Source: an optimization exercise on an open RTL-to-GDS flow (aim: small area, a short achievable clock period and few clock cycles per item). Production flows keep margins and buffers that such runs may drop. Where RTL was checked, it was by simulation tests only, not by an equivalence proof against the original. Power and IR drop assume default switching activity.

==> trial 55: inputs <==
// dsk_decoder
module dsk_decoder (
    input  wire         clk,
    input  wire         rst,
    input  wire         in_valid,
    output wire         in_ready,
    input  wire [183:0] in_key,
    input  wire [4:0]   in_klen,
    output reg          out_valid,
    input  wire         out_ready,
    output reg          out_sign,
    output reg  [1:0]   out_class,
    output reg  [31:0]  out_exp,
    output reg  [5:0]   out_dcnt,
    output reg  [143:0] out_digits,
    output wire [2:0]   out_status,
    output wire [4:0]   out_detail
);
==> flow/config.mk <==
export PLATFORM = sky130hd
export DESIGN_NAME = dsk_decoder
export DESIGN_NICKNAME = dsk_decoder
export VERILOG_FILES = /design/flow/design.v
export SDC_FILE = /design/flow/constraint.sdc
export NUM_CORES = 8
export LEC_CHECK = 0
export CAP_MARGIN = 20
export CORE_MARGIN = 2
export CORE_UTILIZATION = 40
export PLACE_DENSITY = 0.6
export SLEW_MARGIN = 20
==> flow/constraint.sdc <==
create_clock -name core_clock -period 25.0 [get_ports {clk}]
set_input_delay 5.0000 -clock core_clock [delete_from_list [all_inputs] [get_ports {clk}]]
set_output_delay 5.0000 -clock core_clock [all_outputs]
set_load 0.01 [all_outputs]
run.sh (not shown) runs the stock make flow with config.mk's settings and CLKGATE_MAP_FILE= SYNTH_SCRIPT=/design/flow/synth_recipe.tcl, a recipe that flattens the netlist after the stock synthesis.
==> trial 18 (differences from trial 55) <==
- ABC_AREA: default -> 1
==> out/metrics.yaml <==
synth_xor_area_share_pct: 2.01
status: "no timing/DRC/antenna violations"
cp_common_cell: "nor2_1"
crit_chain: "buf_4 > nor4_1 > nor2_1 > a211oi_1 > o32ai_1 > and3_1 > buf_4 > nand2_8 > inv_2 > ha_1 > inv_1 > fa_1 > xor2_1 > nand2_1 > nor2_1 > nand2_1 > nor2_1 > o21ai_0 > a21oi_1 > nor2_1 > or3_1"
nonClkBufAreaFrac_pct: 6.46
path_depth: 21
cts_inserted_buffers: 85
layout.comb_gates.multi_input: 5612
grt_max_degree: 155
synthDistinctLibCells: 132
die_area_sq_mm: 0.159
pwr-share-comb_pct: 47.8
The numbers above come from trial 55.

==> out/metrics.yaml <==
layout.comb_gates.multi_input: 5923
grt_max_degree: 187
synth_xor_area_share_pct: 1.98
synthDistinctLibCells: 70
die_area_sq_mm: 0.143
cts_inserted_buffers: 82
status: "no timing/DRC/antenna violations"
nonClkBufAreaFrac_pct: 6.64
The numbers above come from trial 18.

No run of this note included a check of the RTL's function; only the layout flow was run.

* * *

==> run R <==
dsk_decoder, a different RTL version from the one above (not shown whole).
==> flow/design.v (excerpt) <==
module dsk_decoder (
    input  wire         clk,
    input  wire         rst,
    input  wire         in_valid,
    output wire         in_ready,
    input  wire [183:0] in_key,
    input  wire [4:0]   in_klen,
    output reg          out_valid,
    input  wire         out_ready,
    output reg          out_sign,
    output reg  [1:0]   out_class,
    output reg  [31:0]  out_exp,
    output reg  [5:0]   out_dcnt,
    output reg  [143:0] out_digits,
    output wire [2:0]   out_status,
    output wire [4:0]   out_detail
);
==> flow/config.mk <==
export PLATFORM = sky130hd
export DESIGN_NAME = dsk_decoder
export DESIGN_NICKNAME = dsk_decoder
export VERILOG_FILES = /design/flow/design.v
export SDC_FILE = /design/flow/constraint.sdc
export NUM_CORES = 8
export LEC_CHECK = 0
export ABC_AREA = 1
export CAP_MARGIN = 80
export CORE_MARGIN = 2
export CORE_UTILIZATION = 40
export PLACE_DENSITY = 0.6
export SLEW_MARGIN = 80
==> flow/constraint.sdc <==
create_clock -name core_clock -period 25.0 [get_ports {clk}]
set_input_delay 5.0000 -clock core_clock [delete_from_list [all_inputs] [get_ports {clk}]]
set_output_delay 5.0000 -clock core_clock [all_outputs]
set_load 0.01 [all_outputs]
standard.sh (not shown) runs the stock make flow with config.mk's settings and CLKGATE_MAP_FILE= SYNTH_SCRIPT=/design/flow/synth_recipe.tcl, a recipe that flattens the netlist after the stock synthesis.
==> flow/flow/run.sh <==
#!/bin/bash
# The standard layout (the standard.sh, standard synthesis included), with
# plain buffers on the ports instead of the default port buffer cell.
set -euo pipefail
bash standard.sh "BUFFER_PORTS_ARGS=-buffer_cell sky130_fd_sc_hd__buf_2" finish > standard_flow.log 2>&1
==> run Z: changes against run R <==
--- a/flow/design.v
+++ b/flow/design.v
@@ -24,47 +24,45 @@
     reg         s1_sign;
     reg [1:0]   s1_cls;
     reg         s1_d1;
     reg         s1_adjpos;
     reg [30:0]  s1_ep;
     reg [119:0] s1_dec;
     reg [3:0]   s1_g;
-    reg [6:0]   s1_ke;
     reg         s1_e2;
     reg [3:0]   s1_det2;
     reg         s1_tail;
     wire         a_e1;
     wire [3:0]   a_det1;
     wire         a_sign;
     wire [1:0]   a_cls;
     wire         a_d1;
     wire         a_adjpos;
     wire [30:0]  a_ep;
     wire [119:0] a_dec;
     wire [3:0]   a_g;
-    wire [6:0]   a_ke;
     wire         a_e2;
     wire [3:0]   a_det2;
     wire         a_tail;
     dsk_stage_a sa (
         .key(s0_key), .klen(s0_klen),
         .e1(a_e1), .det1(a_det1), .sign(a_sign), .cls(a_cls), .d1(a_d1),
-        .adjpos(a_adjpos), .ep(a_ep), .dec(a_dec), .g(a_g), .ke(a_ke),
+        .adjpos(a_adjpos), .ep(a_ep), .dec(a_dec), .g(a_g),
         .e2(a_e2), .det2(a_det2), .tail(a_tail)
     );
     wire         b_sign;
     wire [1:0]   b_cls;
     wire [31:0]  b_exp;
     wire [5:0]   b_dcnt;
     wire [143:0] b_digits;
     wire         b_status;
     wire [3:0]   b_detail;
     dsk_stage_b sb (
         .e1(s1_e1), .det1(s1_det1), .sign_in(s1_sign), .cls_in(s1_cls), .d1(s1_d1),
-        .adjpos(s1_adjpos), .ep(s1_ep), .dec(s1_dec), .g(s1_g), .ke(s1_ke),
+        .adjpos(s1_adjpos), .ep(s1_ep), .dec(s1_dec), .g(s1_g),
         .e2(s1_e2), .det2(s1_det2), .tail(s1_tail),
         .sign(b_sign), .cls(b_cls), .exp(b_exp), .dcnt(b_dcnt),
         .digits(b_digits), .status(b_status), .detail(b_detail)
     );
     reg         out_st;
     reg [3:0]   out_det;
     reg         sk_v;
@@ -90,15 +88,14 @@
             s1_sign   <= a_sign;
             s1_cls    <= a_cls;
             s1_d1     <= a_d1;
             s1_adjpos <= a_adjpos;
             s1_ep     <= a_ep;
             s1_dec    <= a_dec;
             s1_g      <= a_g;
-            s1_ke     <= a_ke;
             s1_e2     <= a_e2;
             s1_det2   <= a_det2;
             s1_tail   <= a_tail;
             sk_sign   <= b_sign;
             sk_cls    <= b_cls;
             sk_exp    <= b_exp;
             sk_dcnt   <= b_dcnt;
@@ -186,15 +183,14 @@
     output wire         sign,
     output wire [1:0]   cls,
     output wire         d1,         
     output wire         adjpos,     
     output wire [30:0]  ep,         
     output wire [119:0] dec,        
     output wire [3:0]   g,          
-    output reg  [6:0]   ke,         
     output wire         e2,         
     output wire [3:0]   det2,
     output wire         tail        
 );
     integer i, j;
     genvar gk;
     wire [7:0] b0   = key[183:176];
@@ -338,19 +334,14 @@
             if (gk < 30)
                 assign ep[gk] = (pre[gk] & (xv[120 + gk] ^ ~tbit)) | ft[gk - 1];
             else
                 assign ep[gk] = ft[gk - 1];
         end
     endgenerate
     assign adjpos = key[183] ~^ tbit;
-    always @* begin
-        ke = 7'd0;
-        for (i = 1; i <= 12; i = i + 1)
-            if (gsel[3:0] == i) ke = adjpos ? (7'd0 - 3 * i - 1) : (7'd4 - 3 * i);
-    end
     reg [2:0] lastp;               
     always @* begin
         lastp = 3'd0;
         for (i = 0; i < 23; i = i + 1)
             lastp = lastp | ({3{lsel[i]}} & {|key[181 - 8*i -: 2], |key[179 - 8*i -: 2], |key[177 - 8*i -: 2]});
     end
     assign tail = (~r5[0] & lastp[0]) | ((r5[2] | r5[3] | r5[4]) & lastp[1]) |
@@ -395,15 +386,15 @@
         else begin
             r_e1   = 1'b0;
             r_sign = ~key[183];
         end
     end
     assign e1   = r_e1;
     assign det1 = r_det1;
-    assign sign = r_sign;
+    assign sign = L1 ? ((b0 == 8'h00) | (b0 == 8'h40)) : ~key[183];
     assign cls  = r_cls;
     assign d1   = r_d1;
     assign e2   = g_zero | g_many | r5[4];
     assign det2 = g_zero ? 4'd6 : g_many ? 4'd9 : 4'd10;
 endmodule
 module dsk_stage_b (
     input  wire         e1,
@@ -411,15 +402,14 @@
     input  wire         sign_in,
     input  wire [1:0]   cls_in,
     input  wire         d1,
     input  wire         adjpos,
     input  wire [30:0]  ep,
     input  wire [119:0] dec,
     input  wire [3:0]   g,
-    input  wire [6:0]   ke,
     input  wire         e2,
     input  wire [3:0]   det2,
     input  wire         tail,
     output wire         sign,
     output wire [1:0]   cls,
     output wire [31:0]  exp,
     output wire [5:0]   dcnt,
@@ -446,14 +436,33 @@
             if (!EREM[i]) lo_gt = lo_gt | (lo_eq & ep[i]);
             lo_eq = lo_eq & (ep[i] == EREM[i]);
         end
     end
     wire exp_large = ep[30] | (ep[29] & lo_gt);
     wire [5:0]  g3 = {g, 1'b0} + {2'b0, g};
     wire [31:0] xe = adjpos ? {1'b0, ep} : ~{1'b0, ep};
+    reg [6:0] kp, kn;
+    always @* begin
+        case (g)
+            4'd1: begin kp = 7'd124; kn = 7'd1; end
+            4'd2: begin kp = 7'd121; kn = 7'd126; end
+            4'd3: begin kp = 7'd118; kn = 7'd123; end
+            4'd4: begin kp = 7'd115; kn = 7'd120; end
+            4'd5: begin kp = 7'd112; kn = 7'd117; end
+            4'd6: begin kp = 7'd109; kn = 7'd114; end
+            4'd7: begin kp = 7'd106; kn = 7'd111; end
+            4'd8: begin kp = 7'd103; kn = 7'd108; end
+            4'd9: begin kp = 7'd100; kn = 7'd105; end
+            4'd10: begin kp = 7'd97; kn = 7'd102; end
+            4'd11: begin kp = 7'd94; kn = 7'd99; end
+            4'd12: begin kp = 7'd91; kn = 7'd96; end
+            default: begin kp = 7'd0; kn = 7'd0; end
+        endcase
+    end
+    wire [6:0] ke = adjpos ? kp : kn;
     wire [7:0]  lo = {1'b0, xe[6:0]} + {1'b0, ke};
     wire [24:0] xh = xe[31:7];
     reg  [24:0] pa1, pa2, pa4, pa8, pa16, pz1, pz2, pz4, pz8, pz16;
     reg  [24:0] allone, allzero;   
     always @* begin
         for (i = 0; i < 25; i = i + 1) begin pa1[i] = xh[i]; pz1[i] = ~xh[i]; end
         for (i = 0; i < 25; i = i + 1) begin
@@ -535,13 +544,13 @@
         else if (tail)        r_det = 4'd10;
         else if (zero_last)   r_det = 4'd12;
         else if (lead_bad)    r_det = 4'd13;
         else                  r_det = 4'd0;
     end
     assign detail = r_det;
     assign status = (r_det != 4'd0);
-    assign sign   = (e1 | ok) & sign_in;
+    assign sign   = (ok | (e1 & (det1 == 4'd0))) & sign_in;
     assign cls    = cls_in;
     assign exp    = {32{ok}} & fexp;
     assign dcnt   = ok ? g3 : {5'd0, d1};
     assign digits = fd;
 endmodule
==> flow/flow/run.sh (replaced) <==
#!/bin/bash
# The standard layout (the standard.sh, standard synthesis included), with
# plain buffers on the ports instead of the default port buffer cell.
set -euo pipefail
bash standard.sh "BUFFER_PORTS_ARGS=-buffer_cell sky130_fd_sc_hd__buf_1" finish > standard_flow.log 2>&1
==> flow/config.mk (replaced) <==
export PLATFORM = sky130hd
export DESIGN_NAME = dsk_decoder
export DESIGN_NICKNAME = dsk_decoder
export VERILOG_FILES = /design/flow/design.v
export SDC_FILE = /design/flow/constraint.sdc
export NUM_CORES = 8
export LEC_CHECK = 0
export ABC_AREA = 1
export CAP_MARGIN = 60
export CORE_MARGIN = 2
export CORE_UTILIZATION = 60
export CTS_BUF_LIST = sky130_fd_sc_hd__clkbuf_16
export CTS_CLUSTER_DIAMETER = 80
export CTS_CLUSTER_SIZE = 30
export PLACE_DENSITY = 0.7
export SLEW_MARGIN = 60
==> run B: changes against run R <==
--- a/flow/design.v
+++ b/flow/design.v
@@ -47,38 +47,57 @@
     wire         a_tail;
     dsk_stage_a sa (
         .key(s0_key), .klen(s0_klen),
         .e1(a_e1), .det1(a_det1), .sign(a_sign), .cls(a_cls), .d1(a_d1),
         .adjpos(a_adjpos), .ep(a_ep), .dec(a_dec), .g(a_g), .ke(a_ke),
         .e2(a_e2), .det2(a_det2), .tail(a_tail)
     );
+    reg          sk_e1;
+    reg [3:0]    sk_det1;
+    reg          sk_sign;
+    reg [1:0]    sk_cls;
+    reg          sk_d1;
+    reg          sk_adjpos;
+    reg [30:0]   sk_ep;
+    reg [119:0]  sk_dec;
+    reg [3:0]    sk_g;
+    reg [6:0]    sk_ke;
+    reg          sk_e2;
+    reg [3:0]    sk_det2;
+    reg          sk_tail;
+    wire          bi_e1 = sk_v ? sk_e1 : s1_e1;
+    wire [3:0]    bi_det1 = sk_v ? sk_det1 : s1_det1;
+    wire          bi_sign = sk_v ? sk_sign : s1_sign;
+    wire [1:0]    bi_cls = sk_v ? sk_cls : s1_cls;
+    wire          bi_d1 = sk_v ? sk_d1 : s1_d1;
+    wire          bi_adjpos = sk_v ? sk_adjpos : s1_adjpos;
+    wire [30:0]   bi_ep = sk_v ? sk_ep : s1_ep;
+    wire [119:0]  bi_dec = sk_v ? sk_dec : s1_dec;
+    wire [3:0]    bi_g = sk_v ? sk_g : s1_g;
+    wire [6:0]    bi_ke = sk_v ? sk_ke : s1_ke;
+    wire          bi_e2 = sk_v ? sk_e2 : s1_e2;
+    wire [3:0]    bi_det2 = sk_v ? sk_det2 : s1_det2;
+    wire          bi_tail = sk_v ? sk_tail : s1_tail;
     wire         b_sign;
     wire [1:0]   b_cls;
     wire [31:0]  b_exp;
     wire [5:0]   b_dcnt;
     wire [143:0] b_digits;
     wire         b_status;
     wire [3:0]   b_detail;
     dsk_stage_b sb (
-        .e1(s1_e1), .det1(s1_det1), .sign_in(s1_sign), .cls_in(s1_cls), .d1(s1_d1),
-        .adjpos(s1_adjpos), .ep(s1_ep), .dec(s1_dec), .g(s1_g), .ke(s1_ke),
-        .e2(s1_e2), .det2(s1_det2), .tail(s1_tail),
+        .e1(bi_e1), .det1(bi_det1), .sign_in(bi_sign), .cls_in(bi_cls), .d1(bi_d1),
+        .adjpos(bi_adjpos), .ep(bi_ep), .dec(bi_dec), .g(bi_g), .ke(bi_ke),
+        .e2(bi_e2), .det2(bi_det2), .tail(bi_tail),
         .sign(b_sign), .cls(b_cls), .exp(b_exp), .dcnt(b_dcnt),
         .digits(b_digits), .status(b_status), .detail(b_detail)
     );
     reg         out_st;
     reg [3:0]   out_det;
     reg         sk_v;
-    reg         sk_sign;
-    reg [1:0]   sk_cls;
-    reg [31:0]  sk_exp;
-    reg [5:0]   sk_dcnt;
-    reg [143:0] sk_digits;
-    reg         sk_st;
-    reg [3:0]   sk_det;
     assign out_status = {2'b00, out_st};
     assign out_detail = {1'b0, out_det};
     reg  ovn;                           
     reg  rdy;                           
     wire adv  = ~sk_v;                  
     assign in_ready = rdy;
     always @(posedge clk) begin
@@ -94,35 +113,41 @@
             s1_ep     <= a_ep;
             s1_dec    <= a_dec;
             s1_g      <= a_g;
             s1_ke     <= a_ke;
             s1_e2     <= a_e2;
             s1_det2   <= a_det2;
             s1_tail   <= a_tail;
-            sk_sign   <= b_sign;
-            sk_cls    <= b_cls;
-            sk_exp    <= b_exp;
-            sk_dcnt   <= b_dcnt;
-            sk_digits <= b_digits;
-            sk_st     <= b_status;
-            sk_det    <= b_detail;
+            sk_e1      <= s1_e1;
+            sk_det1    <= s1_det1;
+            sk_sign    <= s1_sign;
+            sk_cls     <= s1_cls;
+            sk_d1      <= s1_d1;
+            sk_adjpos  <= s1_adjpos;
+            sk_ep      <= s1_ep;
+            sk_dec     <= s1_dec;
+            sk_g       <= s1_g;
+            sk_ke      <= s1_ke;
+            sk_e2      <= s1_e2;
+            sk_det2    <= s1_det2;
+            sk_tail    <= s1_tail;
         end
         if (out_ready || ovn) begin
-            out_sign   <= sk_v ? sk_sign   : b_sign;
-            out_class  <= sk_v ? sk_cls    : b_cls;
-            out_exp    <= sk_v ? sk_exp    : b_exp;
-            out_dcnt   <= sk_v ? sk_dcnt   : b_dcnt;
-            out_st     <= sk_v ? sk_st     : b_status;
-            out_det    <= sk_v ? sk_det    : b_detail;
-            out_digits[143:112] <= sk_v ? sk_digits[143:112] : b_digits[143:112];
+            out_sign   <= b_sign;
+            out_class  <= b_cls;
+            out_exp    <= b_exp;
+            out_dcnt   <= b_dcnt;
+            out_st     <= b_status;
+            out_det    <= b_detail;
+            out_digits[143:112] <= b_digits[143:112];
         end
         if (out_ready || (ovn && !sk_v))
-            out_digits[111:56] <= sk_v ? sk_digits[111:56] : b_digits[111:56];
+            out_digits[111:56] <= b_digits[111:56];
         if (out_ready || (ovn && rdy))
-            out_digits[55:0] <= sk_v ? sk_digits[55:0] : b_digits[55:0];
+            out_digits[55:0] <= b_digits[55:0];
     end
     always @(posedge clk) begin
         if (rst) begin
             s0_v      <= 1'b0;
             s1_v      <= 1'b0;
             out_valid <= 1'b0;
             ovn       <= 1'b1;
@@ -286,21 +311,25 @@
         r5 = 5'd0;
         for (i = 0; i < 5; i = i + 1)
             for (j = 0; j < 5; j = j + 1) begin
                 if (i < j) borrow = borrow | (ra[i] & ur[j]);
                 r5[(i - j + 5) % 5] = r5[(i - j + 5) % 5] | (ra[i] & ur[j]);
             end
     end
-    reg [2:0] qb;                  
+    reg [5:0] gq0 [0:5];
+    reg [5:0] gq1 [0:5];
+    reg [5:0] gsel;
     always @* begin
-        qb = 3'd0;
-        for (i = 0; i < 6; i = i + 1)
-            qb = qb | ({3{uq[i]}} & i[2:0]);
+        gsel = 6'd0;
+        for (i = 0; i < 6; i = i + 1) begin
+            gq0[i] = {1'b0, qa} - i;
+            gq1[i] = {1'b0, qa} - i - 1;
+            gsel = gsel | ({6{uq[i]}} & (borrow ? gq1[i] : gq0[i]));
+        end
     end
-    wire [5:0] gsel = {1'b0, qa} - {3'b0, qb} - {5'b0, borrow};
     wire pay_trunc = gsel[5];
     wire g_zero    = (gsel == 6'd0);
     wire g_many    = (gsel[4:0] > 5'd12);
     assign g = gsel[3:0];
     wire [207:0] z = {28'd0, key[179:0]};
     wire [179:0] s4;
     wire [163:0] s3;
==> flow/flow/run.sh (replaced) <==
#!/bin/bash
# The standard layout (the standard.sh, standard synthesis included), with
# plain buffers on the ports instead of the default port buffer cell.
set -euo pipefail
bash standard.sh "BUFFER_PORTS_ARGS=-buffer_cell sky130_fd_sc_hd__buf_1" finish > standard_flow.log 2>&1
==> flow/config.mk (replaced) <==
export PLATFORM = sky130hd
export DESIGN_NAME = dsk_decoder
export DESIGN_NICKNAME = dsk_decoder
export VERILOG_FILES = /design/flow/design.v
export SDC_FILE = /design/flow/constraint.sdc
export NUM_CORES = 8
export LEC_CHECK = 0
export ABC_AREA = 1
export CAP_MARGIN = 60
export CORE_MARGIN = 2
export CORE_UTILIZATION = 60
export CTS_BUF_LIST = sky130_fd_sc_hd__clkbuf_16
export CTS_CLUSTER_DIAMETER = 80
export CTS_CLUSTER_SIZE = 25
export PLACE_DENSITY = 0.7
export SLEW_MARGIN = 60
==> qor summary <==
	run R	run B	run Z
Crit-path most repeated cell	nor2_1	nand2_1	inv_1
Vias	50.1k	50.8k	51.1k
Required time of the critical path	25.44 ns	25.39 ns	25.53 ns
Area occupied by multi-input gates	0.0283 mm^2	0.0273 mm^2	0.0260 mm^2
Switching pwr	3210 uW	3140 uW	3690 uW
Antenna fix cells	1	3	1
CLK BUF	100	46	43
Placeable Area	0.127 mm^2	0.0866 mm^2	0.0866 mm^2
Launch point of the worst hold path	sk_det[0]	sk_det2[0]	sk_exp[31]
Reg-to-reg setup timing slack	18.24 ns	18.63 ns	18.66 ns
Depth of the worst register-to-register path	36	23	30
Part of the total power dissipated in sequential elements	0.244	0.260	0.241
Static leakage	0.0303 uW	0.0270 uW	0.0268 uW
Fraction of final layout cells sized beyond drive strength 1	0.187	0.0893	0.0425
Capture point of the critical path	s1_ke[3]	s1_sign	sb.kp[4]
Status	no timing/DRC/antenna violations	no timing/DRC/antenna violations	no timing/DRC/antenna violations
Placed insts	9154	8741	8589
Number of CTS-inserted buffers	87	44	42
Least-Margin Pin Slew	-	0.651 ns	0.606 ns
Multi-input comb cells	5213	5433	5380
Nets@finish	7846	7896	7730
Testbench counts of run R, summed over its fixed seeds: cycles 16,024, items 16,000.
For run Z and run B, only the layout was checked, not whether the RTL still works.

## what the ideal ports hide
How much do the figures lean on ideal ports? The routed layouts below were timed once more, with nothing changed but the port constraints.
Step 1 assumes that a clkbuf_16 drives the clock port and a buf_2 every other input.
Step 2 adds t to the input delays and takes it off the output delays; t is the mean of the earliest and latest rising clock arrival at the registers after step 1. Input paths then give back, and output paths get back, about the clock's delay inside the block.
Three values: no drivers, after step 1, after step 2; two values: the first two.
| run | shift t [ns] | setup slack, ns | hold WS [ns] | worst slew at a driven data input, ns |
|---|---|---|---|---|
| trial 55 | 0.770 | 17.048 / 17.048 / 17.048 | 0.454 / 0.454 / 0.454 | 0.06 |
| trial 18 | 0.778 | 16.609 / 16.609 / 16.326 | 0.455 / 0.455 / 0.455 | 0.06 |
| run R | 0.785 | 18.236 / 18.236 / 18.236 | 0.449 / 0.449 / 0.449 | 0.06 |
| run Z | 0.710 | 18.658 / 18.627 / 18.542 | 0.465 / 0.465 / 0.465 | 0.05 |
| run B | 0.738 | 18.627 / 18.617 / 18.427 | 0.461 / 0.461 / 0.461 | 0.07 |
After both steps setup and hold are still met in every run listed. For trial 18, which loses most, drivers alone change the setup slack by 0.000 ns; drivers and shift together by -0.283 ns.
